Context: an optimization exercise on an open-source flow, tuned for small area, a short achievable clock period and few clock cycles. The choices shown serve that exercise and are no tape-out recipe.
In this exercise RTL edits were held to simulation tests only and were not proved equivalent to the original.
No activity file was given, so power comes from the tool's default toggle rates.

Design htfv, start of the top module:
module htfv (
    input  wire        clk,
    input  wire        rst,
    input  wire        op_valid,
    input  wire [31:0] op,
    output wire        op_ready,
    input  wire [4:0]  raddr,
    output reg  [31:0] rdata
);
Size in the first run: roughly 360 flip-flops, roughly 73 I/O pins, ~0.021 mm² of cells after synthesis.
export LEC_CHECK = 0
export CAP_MARGIN = 20
export CORE_MARGIN = 2
export CORE_UTILIZATION = 50
export SLEW_MARGIN = 60
create_clock -name core_clock -period 30.0 [get_ports {clk}]
standard.sh (not shown) runs the stock make flow with config.mk's settings and CLKGATE_MAP_FILE= SYNTH_SCRIPT=/design/flow/synth_recipe.tcl, a recipe that flattens the netlist after the stock synthesis.
==> flow/flow/run.sh <==
#!/bin/bash
# Layout flow: the standard ORFS flow (standard.sh, synthesis unchanged), with
#  - repair_timing asked to leave extra setup margin (SETUP_SLACK_MARGIN) so that it
#    shortens the critical paths further than the 30 ns clock alone would make it;
#    TNS_END_PERCENT=0 keeps that repair on the worst paths only;
#  - every port still buffered, with the smallest buffer (repair upsizes the
#    critical ones);
#  - clock tree from clkbuf_8 cells, without dummy balancing loads, sinks
#    clustered by up to 15 within 60 um.
# The constraints (clock, I/O delays, loads) are the design's own. Each make run's
# full output goes to a log file in this folder; ORFS's per-step logs stay under
# orfs/logs.
set -euo pipefail
bash standard.sh \
  SETUP_SLACK_MARGIN=17.5 \
  TNS_END_PERCENT=0 \
  "BUFFER_PORTS_ARGS=-buffer_cell sky130_fd_sc_hd__buf_1" \
  "CTS_ARGS=-sink_clustering_enable -repair_clock_nets -dont_use_dummy_load -buf_list sky130_fd_sc_hd__clkbuf_8 -sink_clustering_size 15 -sink_clustering_max_diameter 60" \
  finish > standard_finish.log 2>&1
The first run finished clean.
Testbench counts at the start, summed over its fixed seeds: cycles 13,426.
Change:
--- a/flow/flow/run.sh
+++ b/flow/flow/run.sh
@@ -7,4 +7,3 @@
 #    critical ones);
-#  - clock tree from clkbuf_8 cells, without dummy balancing loads, sinks
-#    clustered by up to 15 within 60 um.
+#  - clock tree from clkbuf_8 cells, without dummy balancing loads.
 # The constraints (clock, I/O delays, loads) are the design's own. Each make run's
@@ -17,3 +16,3 @@
   "BUFFER_PORTS_ARGS=-buffer_cell sky130_fd_sc_hd__buf_1" \
-  "CTS_ARGS=-sink_clustering_enable -repair_clock_nets -dont_use_dummy_load -buf_list sky130_fd_sc_hd__clkbuf_8 -sink_clustering_size 15 -sink_clustering_max_diameter 60" \
+  "CTS_ARGS=-sink_clustering_enable -repair_clock_nets -dont_use_dummy_load -buf_list sky130_fd_sc_hd__clkbuf_8" \
   finish > standard_finish.log 2>&1
CORE_UTILIZATION = 30   (was 50)
SLEW_MARGIN = 20   (was 60)
After rerunning: Fmax goes down slightly. Worst setup slack loses 0.12 ns. Power goes up by a little under a tenth. Via count goes up by a few percent. Sequential share of layout area goes down by 1.6 points. Routed wire length goes up by roughly a tenth. Design area goes up by a few percent. Core utilization goes down by 21 points. Cell count goes up by about a fifth. First-iteration DRC count goes up by well over a third.
Change:
--- a/flow/flow/run.sh
+++ b/flow/flow/run.sh
@@ -7,3 +7,4 @@
 #    critical ones);
-#  - clock tree from clkbuf_8 cells, without dummy balancing loads.
+#  - clock tree from clkbuf_8 cells, without dummy balancing loads, sinks
+#    clustered by up to 15 within 60 um.
 # The constraints (clock, I/O delays, loads) are the design's own. Each make run's
@@ -16,3 +17,3 @@
   "BUFFER_PORTS_ARGS=-buffer_cell sky130_fd_sc_hd__buf_1" \
-  "CTS_ARGS=-sink_clustering_enable -repair_clock_nets -dont_use_dummy_load -buf_list sky130_fd_sc_hd__clkbuf_8" \
+  "CTS_ARGS=-sink_clustering_enable -repair_clock_nets -dont_use_dummy_load -buf_list sky130_fd_sc_hd__clkbuf_8 -sink_clustering_size 15 -sink_clustering_max_diameter 60" \
   finish > standard_finish.log 2>&1
ABC_AREA = 1   (was unset)
CORE_UTILIZATION = 50   (was 30)
SLEW_MARGIN = 60   (was 20)
Effect:
- global-route usage goes up by 14 points
- utilization is higher by 22 points
- combinational power grows by 51%
- final area came out lower by 1.3%
- sequential cell count stays the same
- total power hardly moves
- cell count is higher by 5.0%
- worst setup slack improved by 0.18 ns
- via count rises by 18%

separate check: timing with driven ports:
Ports are ideal in the flow. The routed layouts listed here were re-timed in OpenROAD.
Step 1, drivers: a clkbuf_16 drives clk and a buf_2 each remaining input, both assumed.
Step 2, shift: input delay + t, output delay - t, t = (earliest + latest rising clock arrival at the registers) / 2. This alone moves slack from input paths to output paths.
a / b / c = no drivers / after step 1 / after step 2; a / b = the first two.
run	shift t [ns]	slack for setup (ns)	worst hold slack (ns)
the first run	0.587	16.337 / 16.313 / 16.313	0.469 / 0.469 / 0.469
the second run	0.627	16.213 / 16.172 / 16.172	0.483 / 0.483 / 0.483
the third run	0.625	16.394 / 16.375 / 16.375	0.463 / 0.463 / 0.463
After both steps every run listed still meets setup and hold. For the second run, which loses most, drivers alone change the setup slack by -0.041 ns; drivers and shift together by -0.041 ns.
